This is an optimization exercise on Yosys and OpenROAD, whose aim is small area, a short achievable clock period and few clock cycles per item, not a production implementation.
Function was checked by simulation only, so behaviour that the tests miss may differ from the original.
Power figures rest on the tool's default switching activity, not on a simulated workload.

==> flow/design.v (outline; a module is shown in full before it is edited, if it fits) <==
// module scope_index_unit: 1178 lines
module scope_index_unit (
    input  wire        clk,
    input  wire        rst,           
    input  wire        start,
    input  wire [2:0]  cfg_scope,
    input  wire [11:0] cfg_width_m1,  
    input  wire        s_valid,
    output wire        s_ready,
    input  wire [31:0] s_data,        
    output reg         m_valid,
    input  wire        m_ready,
    output reg  [2:0]  m_mask,        
    output reg  [21:0] m_addr0,
    output reg  [21:0] m_addr1,
    output reg  [21:0] m_addr2
);
  // ...
==> flow/flow/run.sh <==
#!/bin/bash
# Own layout flow: the standard synthesis, then a netlist pass that re-assigns the
# polarity of the full-adder cells so that fewer inverters are needed (flow/polarity.py;
# registers and their names are untouched), then the standard layout with the port
# buffers made of buf_4 cells.  Each tool's output goes to a log file in this folder.
set -euo pipefail
R=$PWD/orfs/results/$FLOW_PLATFORM/scope_index_unit/base
LIB=$FLOW_HOME/platforms/$FLOW_PLATFORM/lib/sky130_fd_sc_hd__tt_025C_1v80.lib
bash standard.sh "$R/1_2_yosys.v" > synth.log 2>&1
cp "$R/1_2_yosys.v" "$R/1_2_yosys_standard.v"
python3 flow/polarity.py "$LIB" "$R/1_2_yosys_standard.v" "$R/1_2_yosys.v" > polarity.log 2>&1
bash standard.sh "BUFFER_PORTS_ARGS=-buffer_cell sky130_fd_sc_hd__buf_4" finish > layout.log 2>&1
==> flow/flow/polarity.py <==
#!/usr/bin/env python3
"""Re-assign the polarity of full-adder cells in a Yosys gate-level netlist so that
fewer inverters are needed.  A full adder is self-dual: FA(~a,~b,~c) = (~sum, ~cout),
so flipping a full adder inverts both its inputs and its outputs.  Inverter chains are
collapsed, a flip assignment that needs few inverters is searched for, and one
inverter is put back per net that still needs its complement.
usage: polarity.py LIB in.v out.v"""
import re, sys
from collections import defaultdict

lib, src, dst = sys.argv[1:4]

# pin directions from the liberty file
dirs = {}
area = {}
cur = None
for line in open(lib):
    m = re.match(r'\s*cell\s*\(\s*"?([\w]+)"?\s*\)', line)
    if m: cur = m.group(1); dirs[cur] = {}; pin = None; continue
    m = re.match(r'\s*area\s*:\s*([\d.]+)', line)
    if m and cur and cur not in area: area[cur] = float(m.group(1)); continue
    m = re.match(r'\s*pin\s*\(\s*"?(\w+)"?\s*\)', line)
    if m and cur: pin = m.group(1); continue
    m = re.match(r'\s*direction\s*:\s*"?(\w+)"?', line)
    if m and cur: dirs[cur][pin] = m.group(1)

text = re.sub(r"\(\*.*?\*\)", "", open(src).read(), flags=re.S)
mstart = text.index("module ")
hdr_end = text.index(");", mstart) + 2
header, body = text[:hdr_end], text[hdr_end:]
body = body[:body.rindex("endmodule")]
stmts = [s.strip() for s in body.split(";") if s.strip()]

decls, assigns, cells = [], [], []
inst_re = re.compile(r'^(\S+)\s+(\S+)\s*\((.*)\)$', re.S)
pin_re = re.compile(r'\.(\w+)\s*\((.*?)\)\s*(?:,|$)', re.S)
ports = set()
for s in stmts:
    if s.startswith(("wire", "input", "output", "inout", "reg")):
        decls.append(s)
        if s.startswith(("input", "output", "inout")):
            for n in re.findall(r'([\\\w$\[\]\.]+)\s*$', s): ports.add(n)
            m = re.match(r'(input|output|inout)\s*(\[[^\]]*\])?\s*(.*)$', s, re.S)
            nm = m.group(3).strip(); rng = m.group(2)
            if rng:
                hi, lo = [int(x) for x in rng[1:-1].split(":")]
                for i in range(min(hi, lo), max(hi, lo) + 1): ports.add(f"{nm}[{i}]")
            ports.add(nm)
        continue
    if s.startswith("assign"):
        assigns.append(s); continue
    m = inst_re.match(s)
    assert m, s[:200]
    typ, name, pins = m.group(1), m.group(2), m.group(3)
    conns = {p: n.strip() for p, n in pin_re.findall(pins)}
    cells.append([typ, name, conns])

def is_inv(t): return re.match(r'sky130_fd_sc_hd__(clk)?inv_\d+$', t) is not None
def is_fa(t): return re.match(r'sky130_fd_sc_hd__fa_\d+$', t) is not None
def outs(t): return [p for p, d in dirs[t].items() if d == "output"]

PAIRS = [("and2", "nand2"), ("or2", "nor2"), ("and3", "nand3"), ("or3", "nor3"),
         ("and4", "nand4"), ("or4", "nor4"), ("xor2", "xnor2"), ("xor3", "xnor3"),
         ("and2b", "nand2b"), ("or2b", "nor2b"), ("and3b", "nand3b"), ("or3b", "nor3b"),
         ("and4b", "nand4b"), ("or4b", "nor4b"), ("mux2", "mux2i"),
         ("a21o", "a21oi"), ("a21bo", "a21boi"), ("a211o", "a211oi"), ("a22o", "a22oi"),
         ("a31o", "a31oi"), ("a32o", "a32oi"), ("a41o", "a41oi"), ("a221o", "a221oi"),
         ("a2111o", "a2111oi"), ("a311o", "a311oi"), ("a2bb2o", "a2bb2oi"),
         ("o21a", "o21ai"), ("o211a", "o211ai"), ("o22a", "o22ai"), ("o31a", "o31ai"),
         ("o32a", "o32ai"), ("o41a", "o41ai"), ("o221a", "o221ai"), ("o2111a", "o2111ai"),
         ("o311a", "o311ai"), ("o21ba", "o21bai"), ("o2bb2a", "o2bb2ai")]
comp = {}
for a_, b_ in PAIRS: comp[a_] = b_; comp[b_] = a_
def complement(t):
    m = re.match(r'sky130_fd_sc_hd__(\w+?)_(\d+)$', t)
    if not m or m.group(1) not in comp: return None
    base, sz = comp[m.group(1)], m.group(2)
    for z in (sz, "1", "2", "0", "4"):
        c = f"sky130_fd_sc_hd__{base}_{z}"
        if c in dirs and c in area:
            o1 = outs(t); o2 = outs(c)
            if len(o1) != 1 or len(o2) != 1: return None
            ins1 = sorted(p for p, d in dirs[t].items() if d == "input")
            ins2 = sorted(p for p, d in dirs[c].items() if d == "input")
            if ins1 != ins2: return None
            return c
    return None

assign_nets = set()
for a in assigns:
    for n in re.findall(r"[\\\w$][\w$\[\]\.\\]*", a[6:]):
        assign_nets.add(n)

driver = {}
for ci, (typ, name, conns) in enumerate(cells):
    for p in outs(typ):
        if p in conns: driver[conns[p]] = (ci, p)

# inverters that can be removed: not touching ports or assigns
removable = set()
for ci, (typ, name, conns) in enumerate(cells):
    if is_inv(typ):
        a, y = conns["A"], conns["Y"]
        if a in ports or y in ports or a in assign_nets or y in assign_nets: continue
        if a.startswith("1'b") or a.startswith("1'h"): continue
        removable.add(ci)

def root(n):
    p = 0
    seen = 0
    while n in driver and driver[n][0] in removable:
        n = cells[driver[n][0]][2]["A"]; p ^= 1; seen += 1
        assert seen < 100
    return n, p

# loads: (cell index, pin) of non-removable cells
loads = defaultdict(list)   # root -> list of (ci, pin, parity)
for ci, (typ, name, conns) in enumerate(cells):
    if ci in removable: continue
    for p, n in conns.items():
        if dirs[typ].get(p) == "input":
            r, par = root(n)
            loads[r].append((ci, p, par))
# roots that feed ports/assigns through removable inverters cannot happen (excluded above)

fas = [ci for ci, c in enumerate(cells) if is_fa(c[0])]
fa_set = set(fas)
cmp_cells = {}
for ci, (typ, name, conns) in enumerate(cells):
    if ci in removable: continue
    c = complement(typ)
    if c is None: continue
    o = conns.get(outs(typ)[0])
    if o is None or o in ports or o in assign_nets: continue
    cmp_cells[ci] = c
flip = defaultdict(int)
INV = area["sky130_fd_sc_hd__inv_1"]

def need(r, ci, par):
    d = driver.get(r)
    fd = flip[d[0]] if d else 0
    return par ^ fd ^ (flip[ci] if ci in fa_set else 0)

def cost(r):
    if r.startswith("1'b") or r.startswith("1'h"): return 0
    return 1 if any(need(r, ci, par) for ci, p, par in loads[r]) else 0

def touched(ci):
    typ, name, conns = cells[ci]
    rs = set()
    for p in ("A", "B", "CIN"): rs.add(root(conns[p])[0])
    for p in ("SUM", "COUT"):
        if p in conns: rs.add(conns[p])
    return rs

base = sum(cost(r) for r in list(loads))
rootcache = {}
def dcell(ci):
    t = cells[ci][0]
    return area[cmp_cells[ci]] - area[t] if flip[ci] == 0 else area[t] - area[cmp_cells[ci]]
improved = True; it = 0
while improved and it < 50:
    improved = False; it += 1
    for ci in fas:
        rs = touched(ci)
        before = sum(cost(r) for r in rs)
        flip[ci] ^= 1
        after = sum(cost(r) for r in rs)
        if after < before: improved = True
        else: flip[ci] ^= 1
    for ci in cmp_cells:
        typ, name, conns = cells[ci]
        r = conns[outs(typ)[0]]
        before = cost(r) * INV
        d = dcell(ci)
        flip[ci] ^= 1
        after = cost(r) * INV + d
        if after < before - 1e-9: improved = True
        else: flip[ci] ^= 1
final = sum(cost(r) for r in list(loads))
ninv = len(removable)
sys.stderr.write(f"inverters: {ninv} removable, needed before {base}, after {final}, flipped {sum(flip[c] for c in fas)} of {len(fas)} full adders\n")

# rewrite
new_cells = []
extra_decl = []
k = 0
inv_of = {}
for r, ls in loads.items():
    for ci, p, par in ls:
        n = need(r, ci, par)
        if r.startswith("1'b"):
            cells[ci][2][p] = r if not n else ("1'b1" if r == "1'b0" else "1'b0")
            continue
        if n:
            if r not in inv_of:
                k += 1; w = f"_polinv_{k}_"
                inv_of[r] = w
                extra_decl.append(f"wire {w}")
                nl = sum(1 for c2, p2, q2 in ls if need(r, c2, q2))
                size = 1 if nl <= 3 else 2 if nl <= 8 else 4
                new_cells.append([f"sky130_fd_sc_hd__inv_{size}", f"_polinv_cell_{k}_", {"A": r, "Y": w}])
            cells[ci][2][p] = inv_of[r]
        else:
            cells[ci][2][p] = r
for ci, c in cmp_cells.items():
    if flip[ci]:
        typ, name, conns = cells[ci]
        o1 = outs(typ)[0]; o2 = outs(c)[0]
        net = conns.pop(o1); conns[o2] = net
        cells[ci][0] = c
sys.stderr.write(f"complemented {sum(1 for ci in cmp_cells if flip[ci])} of {len(cmp_cells)} gates\n")
out = [header, ""]
def esc(n): return n + " " if n.startswith("\\") else n
for d in decls: out.append("  " + d + " ;")
for d in extra_decl: out.append("  " + d + ";")
for ci, (typ, name, conns) in enumerate(cells):
    if ci in removable: continue
    out.append(f"  {typ} {name} (" + ", ".join(f".{p}({esc(n)})" for p, n in conns.items()) + ");")
for typ, name, conns in new_cells:
    out.append(f"  {typ} {name} (" + ", ".join(f".{p}({esc(n)})" for p, n in conns.items()) + ");")
for a in assigns: out.append("  " + a + " ;")
out.append("endmodule")
open(dst, "w").write("\n".join(out) + "\n")
==> flow/standard.sh <==
#!/bin/bash
# synth_recipe.tcl (not shown) runs the flow's synth.tcl, then flattens the netlist and writes it again
# the make line also repeats each setting of config.mk as NAME=value (left out here)
make -C /OpenROAD-flow-scripts/flow DESIGN_CONFIG=/design/flow/config.mk WORK_HOME=/design/flow/orfs CLKGATE_MAP_FILE= SYNTH_SCRIPT=/design/flow/synth_recipe.tcl "${@:-finish}"
==> flow/config.mk <==
export PLATFORM = sky130hd
export DESIGN_NAME = scope_index_unit
export DESIGN_NICKNAME = scope_index_unit
export VERILOG_FILES = /design/flow/design.v
export SDC_FILE = /design/flow/constraint.sdc
export NUM_CORES = 4
export LEC_CHECK = 0
export CAP_MARGIN = 80
export CORE_MARGIN = 2
export CORE_UTILIZATION = 40
export SLEW_MARGIN = 80
==> flow/constraint.sdc <==
create_clock -name core_clock -period 28.0 [get_ports {clk}]
set_input_delay 5.6000 -clock core_clock [delete_from_list [all_inputs] [get_ports {clk}]]
set_output_delay 5.6000 -clock core_clock [all_outputs]
set_load 0.01 [all_outputs]
==> reports/metrics.yaml, run 1 <==
post_route_cells_drive_above_1_share: 0.182
regToRegStartpoint: "is_wfl$_SDFFE_PP0P_"
synth_nets: 3119
die_area_um2: 64800
grt_max_degree: 50
place_ws_ns: 20.42
nets: 3324
maxUsedRoutingLayer: "met5"
final_cell_mix: "374 x fa_1, 267 x nand2_1, 209 x ha_1, 204 x inv_1, 178 x and2_1"
nClkBuffers: 35
num_vias: 19105
buffers: 297
peakVddDrop_v: 0.0000574
met3_length_um: 3780
setup_viol: 0
gp_congestion: 0.926
fin_ws_ns: 20.37
path_delay_family: "adder cells"
slew_viol_final: 0
rows: 91
status: "finished clean"
clk_latency_ns: 0.59
final_cells: 3546
netlist_area_um2: 25100
fin_crit_sh: 0.273
grt_use_met1: 0.290
cts_setup_buffers: 0
syn_to_final_growth_pct: 18.8
min_period_ns: 7.63
p_comb_w: 0.00108
final_util: 0.482
diodes: 0
crit_required_ns: 28.29
endpoint: "p_m0[7]$_DFFE_PN_"
power_switching_w: 0.000792
powerDensity_nw_per_um2: 62.4
dp_hpwl_um: 57600
first_pass_iters: 5
clock_area_frac: 0.0320
drc: 0
start_util: 0.406
ant_nets: 0
hold_path.class: "reg2reg"
Testbench counts, summed over its fixed seeds: cycles 24,400, items 24,000.
==> run 2: changes to the inputs <==
--- a/flow/config.mk
+++ b/flow/config.mk
@@ -5,7 +5,7 @@
 export SDC_FILE = /design/flow/constraint.sdc
 export NUM_CORES = 4
 export LEC_CHECK = 0
-export CAP_MARGIN = 80
+export CAP_MARGIN = 20
 export CORE_MARGIN = 2
 export CORE_UTILIZATION = 40
-export SLEW_MARGIN = 80
+export SLEW_MARGIN = 20
==> run 2 against run 1 <==
  * Still clean
  * First-iteration DRC count increased by 0.16%
  * Clock skew fell by 0.019 ns
  * Count of clock-buffer cells in the layout down 4
  * Cell count fell by 4.5%
  * Largest cell class unchanged
==> reports/metrics.yaml, run 2 <==
status: "finished clean"  # unchanged
post_route_cells_drive_above_1_share: 0.0985  # was 0.182
powerDensity_nw_per_um2: 62.5  # was 62.4 nW/µm²
cts_made_buffers: 27  # unchanged
p_total_w: 0.00173  # was 0.00186 W
first_pass_iters: 5  # unchanged
ctsHoldBuffers: 0  # unchanged
fin_crit_sh: 0.274  # was 0.273
crit_fanout: 64  # was 20
crit_top_cell: "fa_1"  # unchanged
cts-root-buf: "clkbuf_16"  # unchanged
die_w_um: 255  # unchanged
nets: 3165  # was 3324
crit_type: "reg2reg"  # unchanged
antenna_found_initial: 2  # was 1
via_per_inst: 5.46  # was 5.39
clk_latency_ns: 0.58  # was 0.59 ns
syn_to_final_growth_pct: 10.1  # was 18.8%
critPathArrivalTime_ns: 7.97  # was 7.93 ns
p_leak_nw: 13.1  # was 14.1 nW
grt_max_degree: 78  # was 50
ant_nets: 0  # unchanged
final_common_cell: "fa_1"  # unchanged
largest_registers: "i_d: 24 flops, k_d: 24 flops"  # unchanged
cts_resized: 0  # unchanged
place.port_buffers: 113  # unchanged
crit_required_ns: 28.30  # was 28.29 ns
worstMarginPinSlew_ns: 1.03
start_util: 0.406  # unchanged
cts_buffer_depth: 3  # unchanged
hold_path.class: "reg2reg"  # unchanged
gp_congestion: 0.926  # unchanged
synthCells: 2483  # unchanged
slew_headroom: 0.314
setup_tns_ns: 0  # unchanged
drt_iter0_markers: 1220  # was 1218
fmax_mhz: 130  # was 131 MHz
overflow: 0  # unchanged
path_clk_slew_ns: 0.07  # was 0.06 ns
peakVddDrop_v: 0.0000486  # was 0.0000574 V
endpoint_kind: "register"  # unchanged
htree_levels: 1  # unchanged
critical-path-max-stage-delay_ns: 0.58  # was 0.56 ns
setup_viol: 0  # unchanged
dpl_cell_area_um2: 26700  # was 28500 µm²
place_ws_ns: 20.33  # was 20.42 ns
synth_nets: 3119  # unchanged
ys_warn_count: 1  # unchanged
grt_pass1_vias: 19501  # was 20321
clock_skew_ns: 0.0284  # was 0.0474 ns
die_area_um2: 64800  # unchanged
max-cap-violations: 0  # unchanged
finalHoldViolations: 0  # unchanged
netlist_area_um2: 25100  # unchanged
drc: 0  # unchanged
wirelength_um: 69400  # was 70700 µm
finalInstanceArea_um2: 27600  # was 29800 µm²
die_h_um: 255  # unchanged
slew_viol_final: 0  # unchanged
cpMaxStageDelayCell: "buf_4"  # was fa_1
rsz0062_at_grt: "no"  # unchanged
final_cell_mix: "374 x fa_1, 272 x nand2_1, 210 x ha_1, 205 x inv_1, 178 x and2_1"  # was 374 x fa_1, 267 x nand2_1, 209 x ha_1, 204 x inv_1, 178 x and2_1
whs_ns: 0.453  # was 0.448 ns
core_area_um2: 61800  # unchanged
tritoncts: "yes"  # unchanged
rrSetupSlack_ns: 20.33  # was 20.37 ns
start_kind: "register"  # unchanged
cts.sinks: 205  # unchanged
grt_pass1_wl_um: 110000  # was 112000 µm
crit_chain: "buf_4 > inv_2 > nand2_1 > a21boi_0 > fa_1 > fa_1 > fa_1 > fa_1 > inv_1 > ha_1 > a21o_1 > a21o_1 > a21oi_1 > o211ai_1 > ha_1 > fa_1 > inv_1 > nor2b_1 > o21a_1 > o31a_1 > o41ai_1 > xnor2_1 > a311oi_1 > a21oi_1"
fin_ws_ns: 20.33  # was 20.37 ns
rows: 91  # unchanged
dp_hpwl_um: 53800  # was 57600 µm
cts_setup_buffers: 0  # unchanged
syn_area_per_cell_um2: 10.1  # unchanged
num_vias: 18480  # was 19105
wire_per_inst_um: 20.5  # was 19.9 µm
min_period_ns: 7.67  # was 7.63 ns
io_pins: 123  # unchanged
grt_use_total: 0.219  # was 0.223
## run 2: cell type report
type / instances / area (µm²)
fill: 5851 / 34200
inverter: 228 / 866
multi-input combinational: 1929 / 18200
tap: 837 / 1050
sequential: 205 / 5640
clock buffer: 31 / 691
timing repair buffer: 138 / 1040
antenna: 2 / 5.00
clock inverter: 17 / 188
## run 2: final timing paths
check | depth (start not counted) | end | start
max | 24 | p_m0[7]$_DFFE_PN_ | is_vsb$_SDFFE_PP0P_
min | 2 | d_v$_SDFFE_PP0N_ | d_v$_SDFFE_PP0N_
max reg2reg | 24 | p_m0[7]$_DFFE_PN_ | is_vsb$_SDFFE_PP0P_
min reg2reg | 2 | d_v$_SDFFE_PP0N_ | d_v$_SDFFE_PP0N_
## run 2: worst max-delay path, delay by kind of cell (launching register included)
kind / cells / cell delay, ns
buffers and inverters: 4 / 1.16
adder cells (fa/ha/maj): 7 / 3.11
XOR/XNOR: 1 / 0.14
AND/OR/NAND/NOR: 2 / 0.47
AO/OA/AOI/OAI: 10 / 2.16
flip-flops: 1 / 0.32
## run 2: metrics by stage
step	util	instances
after floorplan	-	2483
final	0.447	3387
after global placement	0.432	3337
after CTS	0.447	3385
after detailed placement	0.432	3337
after global routing	0.447	3385
## run 2: where the power goes
| part | switching, W | internal [W] | total, W |
|---|---|---|---|
| Combinational | 0.000511 | 0.000381 | 0.000892 |
| Clock | 0.000141 | 0.000205 | 0.000346 |
| Sequential | 0.000100 | 0.000387 | 0.000487 |
| Total | 0.000751 | 0.000974 | 0.00173 |
## run 2: metal layers
metal	global-route usage	wire length, µm	vias to the layer above
met5	0	16	-
met4	0.0768	2540	2
met3	0.0302	4000	131
met2	0.376	33300	553
met1	0.285	29500	9361
li1	-	-	8433
==> run 3: changes to the inputs <==
==> flow/flow/run.sh (replaced) <==
#!/bin/bash
# Own layout flow: the standard synthesis, then a netlist pass that re-assigns the
# polarity of the full-adder cells (and of gates that have a complemented twin) so that
# fewer inverters are needed (flow/polarity.py; registers and their names are untouched),
# then the standard layout, with the port buffers made of buf_4 cells and the delay
# cells (clkdlybuf4s*, dlygate*, dlymetal*) kept out of the layout's buffering.
# Each tool's output goes to a log file in this folder.
set -euo pipefail
R=$PWD/orfs/results/$FLOW_PLATFORM/scope_index_unit/base
LIB=$FLOW_HOME/platforms/$FLOW_PLATFORM/lib/sky130_fd_sc_hd__tt_025C_1v80.lib
bash standard.sh "$R/1_2_yosys.v" > synth.log 2>&1
cp "$R/1_2_yosys.v" "$R/1_2_yosys_standard.v"
python3 flow/polarity.py "$LIB" "$R/1_2_yosys_standard.v" "$R/1_2_yosys.v" > polarity.log 2>&1
DONT_USE="sky130_fd_sc_hd__probe_p_8 sky130_fd_sc_hd__probec_p_8 sky130_fd_sc_hd__lpflow_bleeder_1 sky130_fd_sc_hd__lpflow_clkbufkapwr_1 sky130_fd_sc_hd__lpflow_clkbufkapwr_16 sky130_fd_sc_hd__lpflow_clkbufkapwr_2 sky130_fd_sc_hd__lpflow_clkbufkapwr_4 sky130_fd_sc_hd__lpflow_clkbufkapwr_8 sky130_fd_sc_hd__lpflow_clkinvkapwr_1 sky130_fd_sc_hd__lpflow_clkinvkapwr_16 sky130_fd_sc_hd__lpflow_clkinvkapwr_2 sky130_fd_sc_hd__lpflow_clkinvkapwr_4 sky130_fd_sc_hd__lpflow_clkinvkapwr_8 sky130_fd_sc_hd__lpflow_decapkapwr_12 sky130_fd_sc_hd__lpflow_decapkapwr_3 sky130_fd_sc_hd__lpflow_decapkapwr_4 sky130_fd_sc_hd__lpflow_decapkapwr_6 sky130_fd_sc_hd__lpflow_decapkapwr_8 sky130_fd_sc_hd__lpflow_inputiso0n_1 sky130_fd_sc_hd__lpflow_inputiso0p_1 sky130_fd_sc_hd__lpflow_inputiso1n_1 sky130_fd_sc_hd__lpflow_inputiso1p_1 sky130_fd_sc_hd__lpflow_inputisolatch_1 sky130_fd_sc_hd__lpflow_isobufsrc_1 sky130_fd_sc_hd__lpflow_isobufsrc_16 sky130_fd_sc_hd__lpflow_isobufsrc_2 sky130_fd_sc_hd__lpflow_isobufsrc_4 sky130_fd_sc_hd__lpflow_isobufsrc_8 sky130_fd_sc_hd__lpflow_isobufsrckapwr_16 sky130_fd_sc_hd__lpflow_lsbuf_lh_hl_isowell_tap_1 sky130_fd_sc_hd__lpflow_lsbuf_lh_hl_isowell_tap_2 sky130_fd_sc_hd__lpflow_lsbuf_lh_hl_isowell_tap_4 sky130_fd_sc_hd__lpflow_lsbuf_lh_isowell_4 sky130_fd_sc_hd__lpflow_lsbuf_lh_isowell_tap_1 sky130_fd_sc_hd__lpflow_lsbuf_lh_isowell_tap_2 sky130_fd_sc_hd__lpflow_lsbuf_lh_isowell_tap_4  sky130_fd_sc_hd__clkdlybuf4s15_1 sky130_fd_sc_hd__clkdlybuf4s15_2 sky130_fd_sc_hd__clkdlybuf4s18_1 sky130_fd_sc_hd__clkdlybuf4s18_2 sky130_fd_sc_hd__clkdlybuf4s25_1 sky130_fd_sc_hd__clkdlybuf4s25_2 sky130_fd_sc_hd__clkdlybuf4s50_1 sky130_fd_sc_hd__clkdlybuf4s50_2 sky130_fd_sc_hd__dlygate4sd1_1 sky130_fd_sc_hd__dlygate4sd2_1 sky130_fd_sc_hd__dlygate4sd3_1 sky130_fd_sc_hd__dlymetal6s2s_1 sky130_fd_sc_hd__dlymetal6s4s_1 sky130_fd_sc_hd__dlymetal6s6s_1"
bash standard.sh "BUFFER_PORTS_ARGS=-buffer_cell sky130_fd_sc_hd__buf_4" "DONT_USE_CELLS=$DONT_USE" finish > layout.log 2>&1
==> run 3 against run 2 <==
  * Design area shrank 0.36%
  * Still clean on timing, DRC and antenna
  * Register-to-register slack got worse by 0.12 ns
  * Sequential cell count is the same
  * Critical path type unchanged
==> reports/metrics.yaml, run 3 <==
die_h_um: 255  # unchanged
min_period_ns: 7.79  # was 7.67 ns
grt_pass1_vias: 19862  # was 19501
core_area_um2: 61800  # unchanged
post_route_cells_drive_above_1_share: 0.0952  # was 0.0985
cts_made_buffers: 27  # unchanged
place_ws_ns: 20.22  # was 20.33 ns
tritoncts: "yes"  # unchanged
num_vias: 18578  # was 18480
crit_type: "reg2reg"  # unchanged
overflow: 0  # unchanged
rsz0062_at_grt: "no"  # unchanged
cts_resized: 0  # unchanged
critPathArrivalTime_ns: 8.09  # was 7.97 ns
ctsHoldBuffers: 0  # unchanged
cts.sinks: 205  # unchanged
start_util: 0.406  # unchanged
fin_crit_sh: 0.278  # was 0.274
rows: 91  # unchanged
cpMaxStageDelayCell: "dfxtp_2"  # was buf_4
final_cell_mix: "374 x fa_1, 272 x nand2_1, 210 x ha_1, 205 x inv_1, 178 x and2_1"  # unchanged
path_clk_slew_ns: 0.06  # was 0.07 ns
die_area_um2: 64800  # unchanged
place.port_buffers: 113  # unchanged
syn_area_per_cell_um2: 10.1  # unchanged
ant_nets: 0  # unchanged
status: "finished clean"  # unchanged
dp.cells: 3339  # was 3337
finalHoldViolations: 0  # unchanged
endpoint_kind: "register"  # unchanged
critical-path-max-stage-delay_ns: 0.79  # was 0.58 ns
first_pass_iters: 5  # unchanged
htree_levels: 1  # unchanged
cts-root-buf: "clkbuf_16"  # unchanged
wire_per_inst_um: 20.7  # was 20.5 µm
drt_iter0_markers: 1408  # was 1220
setup_viol: 0  # unchanged
via_per_inst: 5.48  # was 5.46
setup_tns_ns: 0  # unchanged
dp_hpwl_um: 54600  # was 53800 µm
synth_nets: 3119  # unchanged
grt_pass1_wl_um: 112000  # was 110000 µm
fmax_mhz: 128  # was 130 MHz
slew_viol_final: 0  # unchanged
start_kind: "register"  # unchanged
crit_top_cell: "fa_1"  # unchanged
syn_to_final_growth_pct: 9.66  # was 10.1%
netlist_area_um2: 25100  # unchanged
cts_buffer_depth: 3  # unchanged
fin_ws_ns: 20.21  # was 20.33 ns
slew_headroom: 0.223  # was 0.314
die_w_um: 255  # unchanged
antenna_found_initial: 1  # was 2
hold_path.class: "reg2reg"  # unchanged
wirelength_um: 70100  # was 69400 µm
nets: 3167  # was 3165
p_total_w: 0.00170  # was 0.00173 W
crit_required_ns: 28.31  # was 28.30 ns
ys_warn_count: 1  # unchanged
diodes: 0  # was 2
final_util: 0.445  # was 0.447
worstMarginPinSlew_ns: 1.17  # was 1.03 ns
io_pins: 123  # unchanged
grt_max_degree: 79  # was 78
grt_use_total: 0.223  # was 0.219
cts_setup_buffers: 0  # unchanged
crit_fanout: 37  # was 64
drc: 0  # unchanged
crit_chain: "buf_2 > inv_4 > nor2_1 > nor3b_1 > fa_1 > fa_1 > fa_1 > fa_1 > inv_1 > ha_1 > a21o_1 > a21o_1 > a21oi_1 > o211ai_1 > ha_1 > fa_1 > inv_1 > nor2b_1 > o21a_1 > o31a_1 > o41ai_1 > xnor2_1 > a311oi_1 > a21oi_1"  # was buf_4 > inv_2 > nand2_1 > a21boi_0 > fa_1 > fa_1 > fa_1 > fa_1 > inv_1 > ha_1 > a21o_1 > a21o_1 > a21oi_1 > o211ai_1 > ha_1 > fa_1 > inv_1 > nor2b_1 > o21a_1 > o31a_1 > o41ai_1 > xnor2_1 > a311oi_1 > a21oi_1
p_leak_nw: 13.1  # about the same
max-cap-violations: 0  # unchanged
synthCells: 2483  # unchanged
largest_registers: "i_d: 24 flops, k_d: 24 flops"  # unchanged
final_common_cell: "fa_1"  # unchanged
clk_latency_ns: 0.58  # about the same
peakVddDrop_v: 0.0000488  # was 0.0000486 V
final_cells: 3389  # was 3387
clock_skew_ns: 0.0264  # was 0.0284 ns
gp_congestion: 0.940  # was 0.926
powerDensity_nw_per_um2: 61.7  # was 62.5 nW/µm²
## run 3: final timing paths
kind,start,to,slack [ns],cells after the start
setup / recovery,is_vsa$_SDFFE_PP0P_,p_m0[7]$_DFFE_PN_,20.21,24
hold / removal,i_d[14]$_DFFE_PN_,g[6]$_DFFE_PN_,0.46,0
hold reg to reg,i_d[14]$_DFFE_PN_,g[6]$_DFFE_PN_,0.46,0
setup reg to reg,is_vsa$_SDFFE_PP0P_,p_m0[7]$_DFFE_PN_,20.21,24
## run 3: metal layers
layer | share of wire | wire (µm) | GRT usage
met5 | 0.00020 | 14 | 0
met4 | 0.033 | 2320 | 0.0704
met3 | 0.064 | 4460 | 0.0333
met2 | 0.48 | 33700 | 0.379
met1 | 0.42 | 29600 | 0.293
## run 3: cell type report
class | count | area, µm²
Clock buffer | 33 | 718
Sequential cell | 205 | 5640
Clock inverter | 17 | 134
Tap cell | 837 | 1050
Timing Repair Buffer | 140 | 966
Multi-Input combinational cell | 1929 | 18200
Fill cell | 5901 | 34300
Inverter | 228 | 866
## run 3: where the power goes
group	total, W	switching, W	internal (W)
Sequential	0.000494	0.000107	0.000387
Combinational	0.000866	0.000487	0.000379
Clock	0.000337	0.000145	0.000192
Total	0.00170	0.000740	0.000958
## run 3: critical path, delay by kind of cell, from the launching register on
kind / cells / cell delay [ns]
adder cells (fa/ha/maj): 7 / 2.95
AO/OA/AOI/OAI: 9 / 1.97
buffers and inverters: 4 / 1.13
XOR/XNOR: 1 / 0.14
flip-flops: 1 / 0.79
AND/OR/NAND/NOR: 3 / 0.48
## run 3: stage by stage
step,hold WS (ns),cell area [µm²]
global placement,0.438,26700
detailed placement,0.448,26700
finish,0.456,27500
global route,0.480,27500
CTS,0.454,27500
floorplan,0.426,25100
==> run 4: changes to the inputs <==
--- a/flow/config.mk
+++ b/flow/config.mk
@@ -5,7 +5,7 @@
 export SDC_FILE = /design/flow/constraint.sdc
 export NUM_CORES = 4
 export LEC_CHECK = 0
-export CAP_MARGIN = 20
+export CAP_MARGIN = 80
 export CORE_MARGIN = 2
 export CORE_UTILIZATION = 40
-export SLEW_MARGIN = 20
+export SLEW_MARGIN = 80
==> run 4 against run 3 <==
  * Clock power is 1% higher
  * Global-route usage is 0.36 points higher
  * Register-to-register slack better by 0.87 ns
  * Sequential share of layout area fell by 1.1 points
  * Worst hold slack lost 0.00083 ns
  * Count of clock-buffer cells in the layout increased by 2
  * Synthesized cell count unchanged
  * First-iteration DRC count is 4.0% lower
  * Highest routed layer unchanged
  * Maximum frequency up 13%
  * Clock skew shrank 0.0044 ns
==> reports/metrics.yaml, run 4 <==
status: "finished clean"  # unchanged
final_cells: 3557  # was 3389
min_period_ns: 6.91  # was 7.79 ns
drt_iter0_markers: 1352  # was 1408
ctsHoldBuffers: 0  # unchanged
post_route_cells_drive_above_1_share: 0.190  # was 0.0952
grt_max_degree: 46  # was 79
grt_pass1_wl_um: 114000  # was 112000 µm
hold_depth: 2  # was 0
dpl_cell_area_um2: 28200  # was 26700 µm²
gp_congestion: 0.940  # unchanged
regToRegStartpoint: "du[4]$_DFFE_PN_"  # was is_vsa$_SDFFE_PP0P_
wirelength_um: 71800  # was 70100 µm
core_area_um2: 61800  # unchanged
final_cell_mix: "374 x fa_1, 268 x nand2_1, 209 x ha_1, 204 x inv_1, 178 x and2_1"  # was 374 x fa_1, 272 x nand2_1, 210 x ha_1, 205 x inv_1, 178 x and2_1
via_per_inst: 5.42  # was 5.48
syn_area_per_cell_um2: 10.1  # unchanged
min_to: "p_v$_SDFFE_PP0N_"  # was g[6]$_DFFE_PN_
p_leak_nw: 14.0  # was 13.1 nW
final_util: 0.474  # was 0.445
path_clk_slew_ns: 0.06  # about the same
clk_latency_ns: 0.57  # was 0.58 ns
setup_viol: 0  # unchanged
largest_registers: "i_d: 24 flops, k_d: 24 flops"  # unchanged
powerDensity_nw_per_um2: 60.5  # was 61.7 nW/µm²
grt_pass1_vias: 20629  # was 19862
rsz0062_at_grt: "no"  # unchanged
fmax_mhz: 145  # was 128 MHz
synthCells: 2483  # unchanged
die_area_um2: 64800  # unchanged
finalHoldViolations: 0  # unchanged
grt_use_total: 0.227  # was 0.223
ant_nets: 0  # unchanged
overflow: 0  # unchanged
diodes: 0  # unchanged
timing.rr.end: "p_m0[7]$_DFFE_PN_"  # unchanged
peakVddDrop_v: 0.0000436  # was 0.0000488 V
n_fill_cell: 5744  # was 5901
rrSetupSlack_ns: 21.09  # was 20.21 ns
rr_worst_depth: 27  # was 24
finalInstanceArea_um2: 29300  # was 27500 µm²
setup_tns_ns: 0  # unchanged
die_w_um: 255  # unchanged
crit_required_ns: 28.30  # was 28.31 ns
crit_fanout: 4  # was 37
antenna_found_initial: 4  # was 1
final_common_cell: "fa_1"  # unchanged
synth_nets: 3119  # unchanged
start_util: 0.406  # unchanged
rows: 91  # unchanged
fin_crit_sh: 0.247  # was 0.278
cts_setup_buffers: 0  # unchanged
syn_to_final_growth_pct: 16.8  # was 9.66%
cts_buffer_depth: 3  # unchanged
first_pass_iters: 6  # was 5
slew_viol_final: 0  # unchanged
wire_per_inst_um: 20.2  # was 20.7 µm
cts.sinks: 205  # unchanged
cts_made_buffers: 26  # was 27
io_pins: 123  # unchanged
clock_skew_ns: 0.0220  # was 0.0264 ns
hold_path.class: "reg2reg"  # unchanged
start_kind: "register"  # unchanged
place.port_buffers: 113  # unchanged
endpoint_kind: "register"  # unchanged
netlist_area_um2: 25100  # unchanged
max-cap-violations: 0  # unchanged
die_h_um: 255  # unchanged
place_ws_ns: 20.96  # was 20.22 ns
tritoncts: "yes"  # unchanged
crit_type: "reg2reg"  # unchanged
cts_resized: 0  # unchanged
num_vias: 19272  # was 18578
critPathArrivalTime_ns: 7.21  # was 8.09 ns
worstHoldStart: "d_v$_SDFFE_PP0N_"  # was i_d[14]$_DFFE_PN_
htree_levels: 1  # unchanged
nets: 3336  # was 3167
drc: 0  # unchanged
ys_warn_count: 1  # unchanged
dp.cells: 3500  # was 3339
dp_hpwl_um: 58900  # was 54600 µm
fin_ws_ns: 21.09  # was 20.21 ns
cts-root-buf: "clkbuf_16"  # unchanged
[run 4: how the worst max path moves through the flow]
stage                               end  depth (start not counted)  slack [ns]                 from
4_1_cts               p_m0[7]$_DFFE_PN_                         27       21.09      du[4]$_DFFE_PN_
3_5_place_dp   m_addr2[1]$_SDFFCE_PN0N_                          6       20.96              m_ready
2_1_floorplan      col[0]$_SDFFCE_PP0P_                          4       20.58              m_ready
3_3_place_gp          p_m0[7]$_DFFE_PN_                         24       20.23  is_vsa$_SDFFE_PP0P_
6_report              p_m0[7]$_DFFE_PN_                         27       21.09      du[4]$_DFFE_PN_
5_1_grt               p_m0[7]$_DFFE_PN_                         26       20.82      du[8]$_DFFE_PN_
[run 4: worst max-delay path: stages (launching register included)]
cell       delay, ns
edfxtp_1        0.36
buf_2           0.17
buf_2           0.18
buf_2           0.16
buf_2           0.15
buf_2           0.15
a21oi_1         0.14
nand2_1         0.13
fa_1            0.52
fa_1            0.44
fa_1            0.58
fa_1            0.43
ha_1            0.33
a2111oi_1       0.39
o21ai_0         0.17
nand2_1         0.10
o211ai_1        0.12
buf_2           0.18
ha_1            0.23
fa_1            0.37
inv_1           0.07
nor2b_1         0.05
o21a_1          0.19
o31a_1          0.28
o41ai_2         0.24
xnor2_1         0.12
a311oi_1        0.27
a21oi_1         0.10
[run 4: routing by layer]
metal / GRT usage / wire length (µm) / part of all wire
met1: 0.284 / 29100 / 0.41
met2: 0.389 / 34600 / 0.48
met3: 0.0407 / 4830 / 0.067
met4: 0.0872 / 3200 / 0.045
met5: 0 / 41 / 0.00057
[run 4: cell type report]
| class | count | area [µm²] | area share |
|---|---|---|---|
| inverters | 228 | 897 | 0.0306 |
| flip-flops and latches | 205 | 5690 | 0.194 |
| clock inverters | 13 | 126 | 0.00431 |
| multi-input cells | 1929 | 18700 | 0.638 |
| repair buffers | 310 | 2110 | 0.0719 |
| clock buffers | 35 | 736 | 0.0251 |
| well taps | 837 | 1050 | 0.0357 |
[run 4: power breakdown]
group	switching, W	leakage, nW	internal [W]
clock	0.000138	0.430	0.000202
sequential	0.0000383	2.15	0.000386
combinational	0.000585	11.4	0.000425
[run 4: through the flow]
stage | total power [W] | hold WS [ns]
final | 0.00178 | 0.455
after global routing | 0.00192 | 0.478
after CTS | 0.00177 | 0.461
after detailed placement | 0.00142 | 0.448
after global placement | 0.00134 | 0.438
after floorplan | 0.00110 | 0.426
==> run 5: changes to the inputs <==
--- a/flow/flow/polarity.py
+++ b/flow/flow/polarity.py
@@ -177,6 +177,39 @@
         after = cost(r) * INV + d
         if after < before - 1e-9: improved = True
         else: flip[ci] ^= 1
+# simulated annealing on top of the greedy result (fixed seed: reproducible)
+import random, math
+rng = random.Random(12345)
+movable = fas + list(cmp_cells)
+def move_delta(ci):
+    if ci in fa_set:
+        rs = touched(ci)
+        before = sum(cost(r) for r in rs) * INV
+        flip[ci] ^= 1
+        after = sum(cost(r) for r in rs) * INV
+        flip[ci] ^= 1
+        return after - before
+    typ, name, conns = cells[ci]
+    r = conns[outs(typ)[0]]
+    before = cost(r) * INV
+    d = dcell(ci)
+    flip[ci] ^= 1
+    after = cost(r) * INV + d
+    flip[ci] ^= 1
+    return after - before
+touched_cache = {}
+def total_area():
+    return sum(cost(r) for r in list(loads)) * INV + sum((area[cmp_cells[c]] - area[cells[c][0]]) for c in cmp_cells if flip[c])
+best = total_area(); best_flip = dict(flip); cur = best
+NIT = 300000
+for i in range(NIT):
+    T = 2.0 * (1 - i / NIT) + 0.01
+    ci = movable[rng.randrange(len(movable))]
+    d = move_delta(ci)
+    if d <= 0 or rng.random() < math.exp(-d / T):
+        flip[ci] ^= 1; cur += d
+        if cur < best - 1e-9: best = cur; best_flip = dict(flip)
+flip.clear(); flip.update(best_flip)
 final = sum(cost(r) for r in list(loads))
 ninv = len(removable)
 sys.stderr.write(f"inverters: {ninv} removable, needed before {base}, after {final}, flipped {sum(flip[c] for c in fas)} of {len(fas)} full adders\n")
==> run 5 against run 4 <==
  * Worst hold slack got worse by 0.0048 ns
  * Synthesized cell count down 2.4%
  * Maximum frequency barely moved
  * Still clean on timing, DRC and antenna
  * Sequential cell count is the same
  * Register-to-register slack about the same
  * Via count down 1.2%
==> reports/metrics.yaml, run 5 <==
cpMaxStageDelayCell: "fa_1"  # unchanged
ys_warn_count: 1  # unchanged
powerDensity_nw_per_um2: 62.3  # was 60.5 nW/µm²
min_to: "g[7]$_DFFE_PN_"  # was p_v$_SDFFE_PP0N_
ctsHoldBuffers: 0  # unchanged
status: "finished clean"  # unchanged
critPathArrivalTime_ns: 7.20  # was 7.21 ns
endpoint_kind: "register"  # unchanged
first_pass_iters: 7  # was 6
pwr-share-seq: 0.231  # was 0.239
cts_made_buffers: 24  # was 26
netSwitchingFraction: 0.438  # was 0.429
nets: 3267  # was 3336
final_cell_mix: "374 x fa_1, 247 x nand2_1, 208 x ha_1, 198 x and2_1, 153 x edfxtp_1"  # was 374 x fa_1, 268 x nand2_1, 209 x ha_1, 204 x inv_1, 178 x and2_1
grt_max_degree: 44  # was 46
setup_viol: 0  # unchanged
clock_skew_ns: 0.0255  # was 0.0220 ns
slew_viol_final: 0  # unchanged
core_area_um2: 61700  # was 61800 µm²
p_comb_frac: 0.590  # was 0.569
htree_levels: 1  # unchanged
p_total_w: 0.00181  # was 0.00178 W
rrSetupSlack_ns: 21.09  # about the same
crit_required_ns: 28.29  # was 28.30 ns
syn_area_per_cell_um2: 10.3  # was 10.1 µm²
synth_nets: 3060  # was 3119
critical-path-max-stage-delay_ns: 0.58  # about the same
gp_congestion: 0.921  # was 0.940
rsz0062_at_grt: "no"  # unchanged
synthCells: 2424  # was 2483
crit_top_cell: "fa_1"  # was buf_2
wirelength_um: 70600  # was 71800 µm
cts_buffer_depth: 3  # unchanged
fin_crit_sh: 0.247  # about the same
dp_hpwl_um: 58200  # was 58900 µm
n_fill_cell: 5780  # was 5744
regToRegStartpoint: "is_vsa$_SDFFE_PP0P_"  # was du[4]$_DFFE_PN_
grt_use_total: 0.223  # was 0.227
rr_worst_depth: 26  # was 27
netlist_area_um2: 24900  # was 25100 µm²
die_area_um2: 64400  # was 64800 µm²
finalHoldViolations: 0  # unchanged
whs_ns: 0.450  # was 0.455 ns
largest_registers: "i_d: 24 flops, k_d: 24 flops"  # unchanged
p_int_w: 0.00102  # was 0.00101 W
syn_to_final_growth_pct: 16.6  # was 16.8%
p_leak_nw: 14.0  # about the same
die_w_um: 254  # was 255 µm
path_clk_slew_ns: 0.06  # about the same
grt_pass1_wl_um: 112000  # was 114000 µm
setup_tns_ns: 0  # unchanged
grt_pass1_vias: 20123  # was 20629
rows: 91  # unchanged
final_common_cell: "fa_1"  # unchanged
clk_latency_ns: 0.57  # about the same
wire_per_inst_um: 20.2  # about the same
min_period_ns: 6.91  # about the same
via_per_inst: 5.46  # was 5.42
max-cap-violations: 0  # unchanged
crit_fanout: 9  # was 4
ant_nets: 0  # unchanged
diodes: 0  # unchanged
post_route_cells_drive_above_1_share: 0.192  # was 0.190
crit_type: "reg2reg"  # unchanged
num_vias: 19038  # was 19272
drc: 0  # unchanged
die_h_um: 254  # was 255 µm
cts-root-buf: "clkbuf_16"  # unchanged
timing.rr.end: "p_m0[7]$_DFFE_PN_"  # unchanged
drt_iter0_markers: 1370  # was 1352
hold_path.class: "reg2reg"  # unchanged
cts_resized: 0  # unchanged
power_switching_w: 0.000794  # was 0.000762 W
place.port_buffers: 113  # unchanged
tritoncts: "yes"  # unchanged
fmax_mhz: 145  # about the same
overflow: 0  # unchanged
start_util: 0.404  # was 0.406
peakVddDrop_v: 0.0000541  # was 0.0000436 V
cts_setup_buffers: 0  # unchanged
cts.sinks: 205  # unchanged
p_clk_frac: 0.179  # was 0.192
start_kind: "register"  # unchanged
io_pins: 123  # unchanged
antenna_found_initial: 1  # was 4
worstHoldStart: "i_d[15]$_DFFE_PN_"  # was d_v$_SDFFE_PP0N_
hold_depth: 0  # was 2
-- run 5: how the worst max path moves through the flow --
| stage | to | slack, ns | startpoint |
|---|---|---|---|
| after CTS | p_m0[7]$_DFFE_PN_ | 21.06 | is_vsa$_SDFFE_PP0P_ |
| after detailed placement | we[5]$_SDFFE_PP0P_ | 21.05 | start |
| after floorplan | col[0]$_SDFFCE_PP0P_ | 20.58 | m_ready |
| after global placement | dv[8]$_DFFE_PN_ | 20.14 | m_ready |
| after global routing | p_m0[7]$_DFFE_PN_ | 20.75 | is_vsa$_SDFFE_PP0P_ |
| final | p_m0[7]$_DFFE_PN_ | 21.09 | is_vsa$_SDFFE_PP0P_ |
-- run 5: power by group through the flow --
stage,Sequential [W],Clock [W],Combinational [W]
6_report,0.000418,0.000325,0.00107
5_1_grt,0.000423,0.000345,0.00119
4_1_cts,0.000419,0.000334,0.00105
3_5_place_dp,0.000425,0,0.00105
3_3_place_gp,0.000501,0,0.000858
2_1_floorplan,0.000428,0,0.000674
-- run 5: area by class of cell --
type / count / area, µm² / share of cell area
clock buffer: 29 / 639 / 0.0220
clock inverter: 15 / 185 / 0.00637
inverter: 169 / 676 / 0.0232
multi-input combinational: 1929 / 18800 / 0.645
sequential: 205 / 5680 / 0.195
tap: 837 / 1050 / 0.0360
timing repair buffer: 302 / 2090 / 0.0719
-- run 5: layer usage --
layer  GRT usage  wire (µm)  vias up
met5           0          0        -
met4      0.0629       2220        0
met3      0.0318       4830      114
met2       0.378      33700      678
met1       0.299      29800     9606
li1            -          -     8640
-- run 5: stage by stage --
step | std cells | cell area [µm²] | setup slack, ns | util
2_1_floorplan | 2424 | 24900 | 20.58 | -
3_3_place_gp | 3275 | 26500 | 20.14 | 0.429
3_5_place_dp | 3433 | 28000 | 21.05 | 0.454
4_1_cts | 3477 | 28800 | 21.06 | 0.467
5_1_grt | 3486 | 29100 | 20.75 | 0.471
6_report | 3486 | 29100 | 21.09 | 0.471
-- run 5: critical path: cells and delay by family, from the launching register on --
family / cells / cell delay (ns)
XOR/XNOR: 1 / 0.08
adder cells (fa/ha/maj): 7 / 2.88
flip-flops: 1 / 0.37
AND/OR/NAND/NOR: 3 / 0.33
AO/OA/AOI/OAI: 9 / 2.03
buffers and inverters: 6 / 0.94
==> run 6: changes to the inputs <==
==> flow/flow/run.sh (replaced) <==
#!/bin/bash
# Own layout flow: the standard synthesis, then a netlist pass that re-assigns the
# polarity of the full-adder cells (and of gates that have a complemented twin) so that
# fewer inverters are needed (flow/polarity.py; registers and their names are untouched),
# then the standard layout, with the port buffers made of buf_2 cells and the delay
# cells (clkdlybuf4s*, dlygate*, dlymetal*) kept out of the layout's buffering.
# Each tool's output goes to a log file in this folder.
set -euo pipefail
R=$PWD/orfs/results/$FLOW_PLATFORM/scope_index_unit/base
LIB=$FLOW_HOME/platforms/$FLOW_PLATFORM/lib/sky130_fd_sc_hd__tt_025C_1v80.lib
bash standard.sh "$R/1_2_yosys.v" > synth.log 2>&1
cp "$R/1_2_yosys.v" "$R/1_2_yosys_standard.v"
python3 flow/polarity.py "$LIB" "$R/1_2_yosys_standard.v" "$R/1_2_yosys.v" > polarity.log 2>&1
DONT_USE="sky130_fd_sc_hd__probe_p_8 sky130_fd_sc_hd__probec_p_8 sky130_fd_sc_hd__lpflow_bleeder_1 sky130_fd_sc_hd__lpflow_clkbufkapwr_1 sky130_fd_sc_hd__lpflow_clkbufkapwr_16 sky130_fd_sc_hd__lpflow_clkbufkapwr_2 sky130_fd_sc_hd__lpflow_clkbufkapwr_4 sky130_fd_sc_hd__lpflow_clkbufkapwr_8 sky130_fd_sc_hd__lpflow_clkinvkapwr_1 sky130_fd_sc_hd__lpflow_clkinvkapwr_16 sky130_fd_sc_hd__lpflow_clkinvkapwr_2 sky130_fd_sc_hd__lpflow_clkinvkapwr_4 sky130_fd_sc_hd__lpflow_clkinvkapwr_8 sky130_fd_sc_hd__lpflow_decapkapwr_12 sky130_fd_sc_hd__lpflow_decapkapwr_3 sky130_fd_sc_hd__lpflow_decapkapwr_4 sky130_fd_sc_hd__lpflow_decapkapwr_6 sky130_fd_sc_hd__lpflow_decapkapwr_8 sky130_fd_sc_hd__lpflow_inputiso0n_1 sky130_fd_sc_hd__lpflow_inputiso0p_1 sky130_fd_sc_hd__lpflow_inputiso1n_1 sky130_fd_sc_hd__lpflow_inputiso1p_1 sky130_fd_sc_hd__lpflow_inputisolatch_1 sky130_fd_sc_hd__lpflow_isobufsrc_1 sky130_fd_sc_hd__lpflow_isobufsrc_16 sky130_fd_sc_hd__lpflow_isobufsrc_2 sky130_fd_sc_hd__lpflow_isobufsrc_4 sky130_fd_sc_hd__lpflow_isobufsrc_8 sky130_fd_sc_hd__lpflow_isobufsrckapwr_16 sky130_fd_sc_hd__lpflow_lsbuf_lh_hl_isowell_tap_1 sky130_fd_sc_hd__lpflow_lsbuf_lh_hl_isowell_tap_2 sky130_fd_sc_hd__lpflow_lsbuf_lh_hl_isowell_tap_4 sky130_fd_sc_hd__lpflow_lsbuf_lh_isowell_4 sky130_fd_sc_hd__lpflow_lsbuf_lh_isowell_tap_1 sky130_fd_sc_hd__lpflow_lsbuf_lh_isowell_tap_2 sky130_fd_sc_hd__lpflow_lsbuf_lh_isowell_tap_4  sky130_fd_sc_hd__clkdlybuf4s15_1 sky130_fd_sc_hd__clkdlybuf4s15_2 sky130_fd_sc_hd__clkdlybuf4s18_1 sky130_fd_sc_hd__clkdlybuf4s18_2 sky130_fd_sc_hd__clkdlybuf4s25_1 sky130_fd_sc_hd__clkdlybuf4s25_2 sky130_fd_sc_hd__clkdlybuf4s50_1 sky130_fd_sc_hd__clkdlybuf4s50_2 sky130_fd_sc_hd__dlygate4sd1_1 sky130_fd_sc_hd__dlygate4sd2_1 sky130_fd_sc_hd__dlygate4sd3_1 sky130_fd_sc_hd__dlymetal6s2s_1 sky130_fd_sc_hd__dlymetal6s4s_1 sky130_fd_sc_hd__dlymetal6s6s_1"
bash standard.sh "BUFFER_PORTS_ARGS=-buffer_cell sky130_fd_sc_hd__buf_2" "DONT_USE_CELLS=$DONT_USE" finish > layout.log 2>&1
==> run 6 against run 5 <==
  * Still clean
  * Cell count unchanged
  * Design area down 1.4%
  * Critical endpoint unchanged
  * Via count down 0.63%
==> reports/metrics.yaml, run 6 <==
pwr-share-seq: 0.237  # was 0.231
cpMaxStageDelayCell: "fa_1"  # unchanged
hold_path.class: "reg2reg"  # unchanged
grt_max_degree: 39  # was 44
cts_made_buffers: 25  # was 24
die_area_um2: 64400  # unchanged
die_w_um: 254  # unchanged
crit_required_ns: 28.29  # about the same
endpoint_kind: "register"  # unchanged
via_per_inst: 5.43  # was 5.46
clock_skew_ns: 0.0122  # was 0.0255 ns
crit_chain: "buf_8 > inv_6 > nand2_2 > mux2_1 > fa_1 > fa_1 > fa_1 > fa_1 > ha_1 > a21o_1 > a21o_1 > a21oi_1 > o211ai_1 > buf_2 > ha_1 > fa_1 > inv_1 > nor2b_1 > o21a_1 > o31a_1 > o41ai_4 > xnor2_1 > a311oi_2 > a21oi_1"
cts-root-buf: "clkbuf_16"  # unchanged
regToRegStartpoint: "is_vsb$_SDFFE_PP0P_"  # was is_vsa$_SDFFE_PP0P_
powerDensity_nw_per_um2: 62.1  # was 62.3 nW/µm²
crit_type: "reg2reg"  # unchanged
setup_tns_ns: 0  # unchanged
start_util: 0.404  # unchanged
ctsHoldBuffers: 0  # unchanged
fmax_mhz: 146  # was 145 MHz
cts_setup_buffers: 0  # unchanged
netlist_area_um2: 24900  # unchanged
largest_registers: "i_d: 24 flops, k_d: 24 flops"  # unchanged
nets: 3263  # was 3267
p_leak_nw: 13.9  # was 14.0 nW
die_h_um: 254  # unchanged
core_area_um2: 61700  # unchanged
rsz0062_at_grt: "no"  # unchanged
synthCells: 2424  # unchanged
start_kind: "register"  # unchanged
fin_ws_ns: 21.17  # was 21.09 ns
num_vias: 18919  # was 19038
post_route_cells_drive_above_1_share: 0.189  # was 0.192
htree_levels: 1  # unchanged
finalHoldViolations: 0  # unchanged
drc: 0  # unchanged
tritoncts: "yes"  # unchanged
fin_crit_sh: 0.244  # was 0.247
cts.sinks: 205  # unchanged
startpoint: "is_vsb$_SDFFE_PP0P_"  # was is_vsa$_SDFFE_PP0P_
crit_fanout: 25  # was 9
regArea_um2: 5690  # was 5680 µm²
final_common_cell: "fa_1"  # unchanged
peakVddDrop_v: 0.0000492  # was 0.0000541 V
final_cell_mix: "374 x fa_1, 251 x buf_2, 247 x nand2_1, 209 x ha_1, 198 x and2_1"  # was 374 x fa_1, 247 x nand2_1, 208 x ha_1, 198 x and2_1, 153 x edfxtp_1
wire_per_inst_um: 19.9  # was 20.2 µm
crit_buf_inv: 4  # was 6
antenna_found_initial: 4  # was 1
cts_buffer_depth: 3  # unchanged
syn_to_final_growth_pct: 15.0  # was 16.6%
ant_nets: 0  # unchanged
worstHoldStart: "i_d[14]$_DFFE_PN_"  # was i_d[15]$_DFFE_PN_
path_delay_family: "adder cells"  # unchanged
clk_latency_ns: 0.56  # was 0.57 ns
crit_top_cell: "fa_1"  # unchanged
grt_use_total: 0.220  # was 0.223
netSwitchingFraction: 0.435  # was 0.438
min_period_ns: 6.83  # was 6.91 ns
grt_pass1_wl_um: 110000  # was 112000 µm
overflow: 0  # unchanged
syn_area_per_cell_um2: 10.3  # unchanged
drt_iter0_markers: 1255  # was 1370
rows: 91  # unchanged
critical-path-max-stage-delay_ns: 0.58  # about the same
ys_warn_count: 1  # unchanged
place_ws_ns: 20.76  # was 21.05 ns
status: "finished clean"  # unchanged
synth_nets: 3060  # unchanged
cts_resized: 0  # unchanged
io_pins: 123  # unchanged
gp_congestion: 0.929  # was 0.921
path_clk_slew_ns: 0.06  # about the same
wirelength_um: 69300  # was 70600 µm
p_int_w: 0.00101  # was 0.00102 W
dp_hpwl_um: 57400  # was 58200 µm
multi_input_area_um2: 18700  # was 18800 µm²
power_switching_w: 0.000775  # was 0.000794 W
first_pass_iters: 6  # was 7
p_clk_frac: 0.187  # was 0.179
slew_viol_final: 0  # unchanged
place.port_buffers: 113  # unchanged
p_comb_frac: 0.577  # was 0.590
critPathArrivalTime_ns: 7.12  # was 7.20 ns
n_fill_cell: 5803  # was 5780
max-cap-violations: 0  # unchanged
grt_pass1_vias: 20195  # was 20123
setup_viol: 0  # unchanged
[run 6: path summary, 6_finish.rpt]
| path | endpoint | slack, ns | cells past startpoint |
|---|---|---|---|
| worst max-delay path | p_m0[7]$_DFFE_PN_ | 21.17 | 24 |
| worst min-delay path | g[6]$_DFFE_PN_ | 0.45 | 0 |
| worst max register to register | p_m0[7]$_DFFE_PN_ | 21.17 | 24 |
| worst min register to register | g[6]$_DFFE_PN_ | 0.45 | 0 |
[run 6: power groups by stage]
| stage | clock network, W | registers, W | logic, W |
|---|---|---|---|
| after floorplan | 0 | 0.000428 | 0.000674 |
| after CTS | 0.000342 | 0.000421 | 0.00102 |
| after global placement | 0 | 0.000501 | 0.000839 |
| after detailed placement | 0 | 0.000428 | 0.00102 |
| after global routing | 0.000353 | 0.000426 | 0.00115 |
| final | 0.000333 | 0.000421 | 0.00103 |
[run 6: routing by layer]
layer / global-route usage / up-vias / routed length (µm)
li1: - / 8639 / -
met2: 0.374 / 706 / 33400
met5: 0 / - / 16
met3: 0.0409 / 165 / 4710
met4: 0.0862 / 2 / 2910
met1: 0.277 / 9407 / 28200
[run 6: metrics by stage]
step                std cells  cell area [µm²]  total power, W  hold slack (ns)  utilization
global placement         3277            26200         0.00134            0.439        0.424
finish                   3486            28700         0.00178            0.450        0.465
global route             3484            28700         0.00193            0.470        0.464
floorplan                2424            24900         0.00110            0.426            -
CTS                      3478            28500         0.00178            0.451        0.461
detailed placement       3432            27600         0.00144            0.438        0.448
[run 6: cell type report]
type / count / area share
diodes: 3 / 0.000262
clock buffers: 32 / 0.0234
clock inverters: 14 / 0.00559
inverters: 169 / 0.0235
multi-input cells: 1929 / 0.653
flip-flops and latches: 205 / 0.199
well taps: 837 / 0.0365
repair buffers: 297 / 0.0591
==> run 7: changes to the inputs <==
--- a/flow/config.mk
+++ b/flow/config.mk
@@ -7,5 +7,5 @@
 export LEC_CHECK = 0
 export CAP_MARGIN = 80
 export CORE_MARGIN = 2
-export CORE_UTILIZATION = 40
+export CORE_UTILIZATION = 60
 export SLEW_MARGIN = 80
==> run 7 against run 6 <==
  * Still clean
  * Count of clock-buffer cells in the layout increased by 3
  * Design area down 1.1%
  * Non-clock buffer count unchanged
  * Worst setup slack got worse by 0.041 ns
  * Combinational power hardly changed
  * First-iteration DRC count increased by 17%
  * Global-route usage up 10 points
  * Maximum frequency is 0.60% lower
  * Cell count fell by 8.8%
  * Largest power group unchanged
  * Highest routed layer is now met4
==> reports/metrics.yaml, run 7 <==
status: "finished clean"  # unchanged
crit_type: "reg2reg"  # unchanged
cts_buffer_depth: 3  # unchanged
first_pass_iters: 8  # was 6
cts.sinks: 205  # unchanged
crit_required_ns: 28.31  # was 28.29 ns
critical-path-max-stage-delay_ns: 0.57  # was 0.58 ns
netSwitchingFraction: 0.435  # about the same
p_leak_nw: 13.9  # about the same
path_clk_slew_ns: 0.07  # was 0.06 ns
die_h_um: 208  # was 254 µm
final_cell_mix: "374 x fa_1, 249 x nand2_1, 245 x buf_2, 208 x ha_1, 197 x and2_1"  # was 374 x fa_1, 251 x buf_2, 247 x nand2_1, 209 x ha_1, 198 x and2_1
dp_hpwl_um: 55300  # was 57400 µm
grt_max_degree: 42  # was 39
cts_made_buffers: 26  # was 25
die_area_um2: 43200  # was 64400 µm²
via_per_inst: 6.07  # was 5.43
slew_viol_final: 0  # unchanged
max-cap-violations: 0  # unchanged
start_util: 0.609  # was 0.404
rows: 74  # was 91
gp_congestion: 0.950  # was 0.929
cts_setup_buffers: 0  # unchanged
grt_pass1_vias: 20624  # was 20195
final_common_cell: "fa_1"  # unchanged
endpoint: "p_m0[7]$_DFFE_PN_"  # unchanged
p_comb_frac: 0.574  # was 0.577
whs_ns: 0.451  # was 0.450 ns
timing.rr.end: "p_m0[7]$_DFFE_PN_"  # unchanged
crit_buf_inv: 6  # was 4
finalHoldViolations: 0  # unchanged
ys_warn_count: 1  # unchanged
drt_iter0_markers: 1471  # was 1255
wirelength_um: 68400  # was 69300 µm
fmax_mhz: 146  # about the same
grt_use_total: 0.323  # was 0.220
endpoint_kind: "register"  # unchanged
rr_worst_depth: 27  # was 24
synth_nets: 3060  # unchanged
regToRegStartpoint: "du[0]$_DFFE_PN_"  # was is_vsb$_SDFFE_PP0P_
crit_fanout: 5  # was 25
p_int_w: 0.000997  # was 0.00101 W
io_pins: 123  # unchanged
tritoncts: "yes"  # unchanged
syn_area_per_cell_um2: 10.3  # unchanged
core_area_um2: 40900  # was 61700 µm²
fin_crit_sh: 0.245  # was 0.244
peakVddDrop_v: 0.0000524  # was 0.0000492 V
ctsHoldBuffers: 0  # unchanged
critPathArrivalTime_ns: 7.18  # was 7.12 ns
min_period_ns: 6.87  # was 6.83 ns
num_vias: 19288  # was 18919
power_switching_w: 0.000769  # was 0.000775 W
start_kind: "register"  # unchanged
powerDensity_nw_per_um2: 62.3  # was 62.1 nW/µm²
post_route_cells_drive_above_1_share: 0.188  # was 0.189
setup_tns_ns: 0  # unchanged
cts_resized: 0  # unchanged
syn_to_final_growth_pct: 13.7  # was 15.0%
p_clk_frac: 0.190  # was 0.187
path_delay_family: "adder cells"  # unchanged
nets: 3264  # was 3263
rrSetupSlack_ns: 21.13  # was 21.17 ns
startpoint: "du[0]$_DFFE_PN_"  # was is_vsb$_SDFFE_PP0P_
pwr-share-seq: 0.236  # was 0.237
grt_pass1_wl_um: 110000  # about the same
largest_registers: "i_d: 24 flops, k_d: 24 flops"  # unchanged
final_cells: 3180  # was 3486
ant_nets: 0  # unchanged
path_depth: 27  # was 24
dp.cells: 3120  # was 3432
drc: 0  # unchanged
hold_depth: 0  # unchanged
antenna_found_initial: 0  # was 4
cpMaxStageDelayCell: "fa_1"  # unchanged
place.port_buffers: 113  # unchanged
wire_per_inst_um: 21.5  # was 19.9 µm
hold_path.class: "reg2reg"  # unchanged
cts-root-buf: "clkbuf_16"  # unchanged
p_total_w: 0.00177  # was 0.00178 W
clk_latency_ns: 0.58  # was 0.56 ns
rsz0062_at_grt: "no"  # unchanged
clock_skew_ns: 0.0446  # was 0.0122 ns
diodes: 0  # was 3
setup_viol: 0  # unchanged
htree_levels: 1  # unchanged
overflow: 0  # unchanged
synthCells: 2424  # unchanged
n_fill_cell: 3175  # was 5803
netlist_area_um2: 24900  # unchanged
die_w_um: 208  # was 254 µm
==> run 7: cell count changes in the layout (fill, tap and decap cells not counted), sizes merged, moves of 3 or more <==
cell / change
bufinv: -3
clkbuf: +9
diode: -3
inv: +4
buf: -6
==> run 7: layer usage <==
layer / track usage / routed length [µm] / share of wire
met1: 0.402 / 26200 / 0.38
met3: 0.0384 / 4020 / 0.059
met4: 0.143 / 3400 / 0.050
met2: 0.568 / 34800 / 0.51
met5: 0 / 0 / 0
==> run 7: final cells by class <==
type	instances	area (µm²)	area share
inverter	169	671	0.0237
multi-input combinational	1929	18700	0.661
clock buffer	35	768	0.0271
tap	532	666	0.0235
timing repair buffer	297	1730	0.0608
sequential	205	5700	0.201
clock inverter	13	93.8	0.00331
==> run 7: worst reg2reg max path: stages, from the launching register on <==
cell	delay, ns
edfxtp_1	0.32
buf_2	0.19
buf_2	0.21
buf_2	0.20
nand2b_1	0.24
nand2_1	0.08
a21o_1	0.17
fa_1	0.48
fa_1	0.43
fa_1	0.57
fa_1	0.43
ha_1	0.33
a2111oi_2	0.36
o21ai_0	0.17
nand2_1	0.09
o211ai_1	0.10
buf_2	0.17
buf_2	0.15
ha_1	0.22
fa_1	0.37
inv_1	0.07
nor2b_1	0.05
o21a_1	0.18
o31a_1	0.29
o41ai_4	0.23
xnor2_1	0.12
a311oi_1	0.27
a21oi_1	0.12
==> run 7: metrics by stage <==
step           instance area (µm²)  utilization  setup slack, ns
2_1_floorplan                24900            -            20.58
4_1_cts                      28100        0.686            21.12
3_3_place_gp                 25800        0.631            20.26
5_1_grt                      28400        0.693            20.74
3_5_place_dp                 27200        0.665            21.05
6_report                     28400        0.693            21.13
==> run 7: power by group through the flow <==
| stage | Combinational (W) | Sequential [W] | Clock (W) |
|---|---|---|---|
| after floorplan | 0.000674 | 0.000428 | 0 |
| after global placement | 0.000822 | 0.000496 | 0 |
| after detailed placement | 0.000988 | 0.000423 | 0 |
| after CTS | 0.000996 | 0.000418 | 0.000339 |
| after global routing | 0.00113 | 0.000422 | 0.000351 |
| final | 0.00101 | 0.000417 | 0.000335 |
==> run 7: worst min path at each step <==
stage | from | endpoint | slack, ns
after floorplan | i_d[10]$_DFFE_PN_ | g[2]$_DFFE_PN_ | 0.43
after global placement | i_d[15]$_DFFE_PN_ | g[7]$_DFFE_PN_ | 0.44
after detailed placement | i_d[15]$_DFFE_PN_ | g[7]$_DFFE_PN_ | 0.44
after CTS | i_d[14]$_DFFE_PN_ | g[6]$_DFFE_PN_ | 0.46
after global routing | i_d[14]$_DFFE_PN_ | g[6]$_DFFE_PN_ | 0.47
final | i_d[14]$_DFFE_PN_ | g[6]$_DFFE_PN_ | 0.45

[re-timing with driven ports]
In the flow no input, the clock included, has a driving cell. The finished layouts below were timed again as built, in two steps.
Step 1 sets driving cells, clkbuf_16 on the clock port and buf_2 on the other inputs (assumed; they add their load-dependent delay and slew).
Step 2 also shifts input and output timing later by t, the mid clock arrival at the registers, as if the neighbouring blocks saw the same clock.
a / b / c = ideal ports / drivers / drivers and shift; a / b = the first two.
| run | t, ns | setup WS [ns] | slew at the worst register clock pin (ns) | worst data-port slew with drivers (ns) | pins driven straight from the clock port |
|---|---|---|---|---|---|
| run 1 | 0.627 | 20.365 / 20.365 / 20.365 | 0.06 / 0.06 | 0.12 | 1 |
| run 2 | 0.619 | 20.329 / 20.329 / 20.327 | 0.07 / 0.07 | 0.13 | 1 |
| run 3 | 0.631 | 20.213 / 20.213 / 20.213 | 0.07 / 0.07 | 0.13 | 1 |
| run 4 | 0.619 | 21.086 / 21.086 / 20.763 | 0.06 / 0.06 | 0.14 | 1 |
| run 5 | 0.610 | 21.086 / 21.086 / 21.086 | 0.06 / 0.06 | 0.08 | 1 |
| run 6 | 0.607 | 21.168 / 21.168 / 20.615 | 0.07 / 0.07 | 0.12 | 1 |
| run 7 | 0.615 | 21.127 / 21.127 / 20.938 | 0.07 / 0.07 | 0.05 | 1 |
After both steps setup and hold are still met in every run listed. The setup slack of run 6, which loses most, moves by 0.000 ns with the drivers and by -0.553 ns with both steps.
